What follows belongs to an exercise in optimizing a design on an open flow for small area, a short achievable clock period and few clock cycles; a production flow would make more cautious choices.
No activity file was given, so power comes from the tool's default toggle rates.

Design bayer_unpack, start of the top module:
module bayer_unpack (
    input  wire        clk,
    input  wire        rst,             
    input  wire        start,
    input  wire [11:0] cfg_width,
    input  wire [11:0] cfg_height,
    input  wire [31:0] cfg_mode,
    input  wire [15:0] cfg_stride,
    input  wire [31:0] cfg_src_len,
    output wire [1:0]  state,
    output wire [3:0]  err,
    output wire [3:0]  errfield,
    output wire [12:0] row,
    output wire [31:0] fault_addr,
    output wire        src_req,
    output wire [31:0] src_addr,
    input  wire        src_gnt,
    input  wire        src_rvalid,
    input  wire [7:0]  src_rdata,
    output wire        dst_we,
    output wire [25:0] dst_addr,
    output wire [7:0]  dst_wdata,
    input  wire        dst_ready
);
    localparam integer DD = 4;    
    localparam integer TD = 3;    
    localparam integer ED = 4;    
    localparam [1:0] ST_IDLE = 2'd0, ST_RUN = 2'd1, ST_DONE = 2'd2, ST_FAIL = 2'd3;
    localparam [3:0] PH_PI  = 4'd0,  PH_PRE = 4'd1,  PH_FLT = 4'd2,  PH_FLT2 = 4'd3,
                     PH_WI0 = 4'd4,  PH_WI1 = 4'd5,  PH_RS  = 4'd6,  PH_RUN  = 4'd7,
                     PH_Z   = 4'd8,  PH_T1  = 4'd9,  PH_T2  = 4'd10, PH_END  = 4'd11,
                     PH_PI1 = 4'd12, PH_PI2 = 4'd13, PH_FB0 = 4'd14, PH_FB = 4'd15;
    function [31:0] add32;
        input [31:0] a, b;
        input        ci;
        reg   [31:0] g, p, gg, pp, gn, pn;
        integer l, i, j;
        begin
  ...
Size: ~1700 cells after synthesis, roughly 240 I/O pins, about 17000 µm² of cells after synthesis.
==> flow/config.mk <==
export PLATFORM = sky130hd
export DESIGN_NAME = bayer_unpack
export DESIGN_NICKNAME = bayer_unpack
export VERILOG_FILES = /design/flow/design.v
export SDC_FILE = /design/flow/constraint.sdc
export NUM_CORES = 4
export LEC_CHECK = 0
export CAP_MARGIN = 20
export CORE_MARGIN = 2
export CORE_UTILIZATION = 55
export CTS_BUF_LIST = sky130_fd_sc_hd__clkbuf_8
export CTS_CLUSTER_DIAMETER = 60
export CTS_CLUSTER_SIZE = 14
export SETUP_SLACK_MARGIN = 4
export SLEW_MARGIN = 20
==> flow/constraint.sdc <==
create_clock -name core_clock -period 8.0 [get_ports {clk}]
set_input_delay 1.6000 -clock core_clock [delete_from_list [all_inputs] [get_ports {clk}]]
set_output_delay 1.6000 -clock core_clock [all_outputs]
set_load 0.01 [all_outputs]
standard.sh (not shown) runs the stock make flow with config.mk's settings and CLKGATE_MAP_FILE= SYNTH_SCRIPT=/design/flow/synth_recipe.tcl, a recipe that flattens the netlist after the stock synthesis.
==> flow/flow/run.sh <==
#!/bin/bash
# The standard layout (standard.sh: the standard flow's synthesis and ORFS flow), with
# one change: the buffers that ORFS puts on every input and output port are
# made from the smallest buffer cell instead of the default choice.
set -e
export BUFFER_PORTS_ARGS="-buffer_cell sky130_fd_sc_hd__buf_1"
bash standard.sh > standard.log 2>&1
The baseline produced a clean layout.
Next try:
- CTS_CLUSTER_DIAMETER: 60 -> default
- CTS_CLUSTER_SIZE: 14 -> default
Outcome:
- worst setup slack gets better by 0.025 ns
- cell area is about the same
- clock-buffer cell count increases by 20
- global-route usage increases by 0.28 points
- total power increases by 3.3%
- area after synthesis stays the same
- wire length increases by 0.52%
- combinational power decreases by about 1%
- first-iteration DRC count decreases by 2.2%
- utilization increases by 0.17 points
Function was not checked in any run of this note: the RTL went through the layout flow alone.

Another version of the RTL of bayer_unpack (not shown whole).
Size: ~1800 cells after synthesis, ~240 flip-flops, about 240 I/O pins, ~0.017 sq mm of cells after synthesis.
Settings: LEC_CHECK=0, CAP_MARGIN=20, CORE_MARGIN=2, CORE_UTILIZATION=40, SETUP_SLACK_MARGIN=5, SLEW_MARGIN=20; clock period 8.0 ns.
run.sh (not shown) runs the stock make flow with config.mk's settings and CLKGATE_MAP_FILE= SYNTH_SCRIPT=/design/flow/synth_recipe.tcl, a recipe that flattens the netlist after the stock synthesis.
Stock flow here: none of the scripts above is used.
Edit:
--- a/flow/config.mk
+++ b/flow/config.mk
@@ -9,4 +9,4 @@
 export CORE_MARGIN = 2
 export CORE_UTILIZATION = 40
-export SETUP_SLACK_MARGIN = 5
+export SETUP_SLACK_MARGIN = 4
 export SLEW_MARGIN = 20
Outcome: Register-to-register slack improved by 100 ps. Worst setup slack improved by 100 ps. Routed wire length goes down by roughly a tenth. Via count goes down by a little under a tenth.
No functional check of the RTL was part of any run of this note.

-- re-timing with driven ports --
The results above use ideal ports. As a check the final layouts listed here were re-extracted and re-timed, cells and wires unchanged. Step 1, drivers: a clkbuf_16 drives clk and a buf_2 each remaining input, both assumed. Step 2 adds t to the input delays and takes it off the output delays; t is the mean of the earliest and latest rising clock arrival at the registers after step 1. Input paths then give back, and output paths get back, about the clock's delay inside the block. Slacks: no drivers / after step 1 / after step 2; pairs: no drivers / after step 1.
run | shift t [ns] | setup slack, ns | worst hold slack (ns) | slew at the worst register clock pin (ns)
the first run of note 1 | 0.625 | 4.027 / 4.050 / 3.425 | 0.498 / 0.498 / 0.498 | 0.09 / 0.09
the second run of note 1 | 0.613 | 4.052 / 4.052 / 3.492 | 0.499 / 0.499 / 0.499 | 0.07 / 0.07
the first run of note 2 | 0.641 | 3.802 / 3.802 / 3.802 | 0.493 / 0.493 / 0.493 | 0.06 / 0.06
the second run of note 2 | 0.620 | 3.902 / 3.902 / 3.539 | 0.476 / 0.476 / 0.476 | 0.06 / 0.06
After both steps setup and hold are still met in every run listed. For the first run of note 1, which loses most, drivers alone change the setup slack by +0.023 ns; drivers and shift together by -0.602 ns.
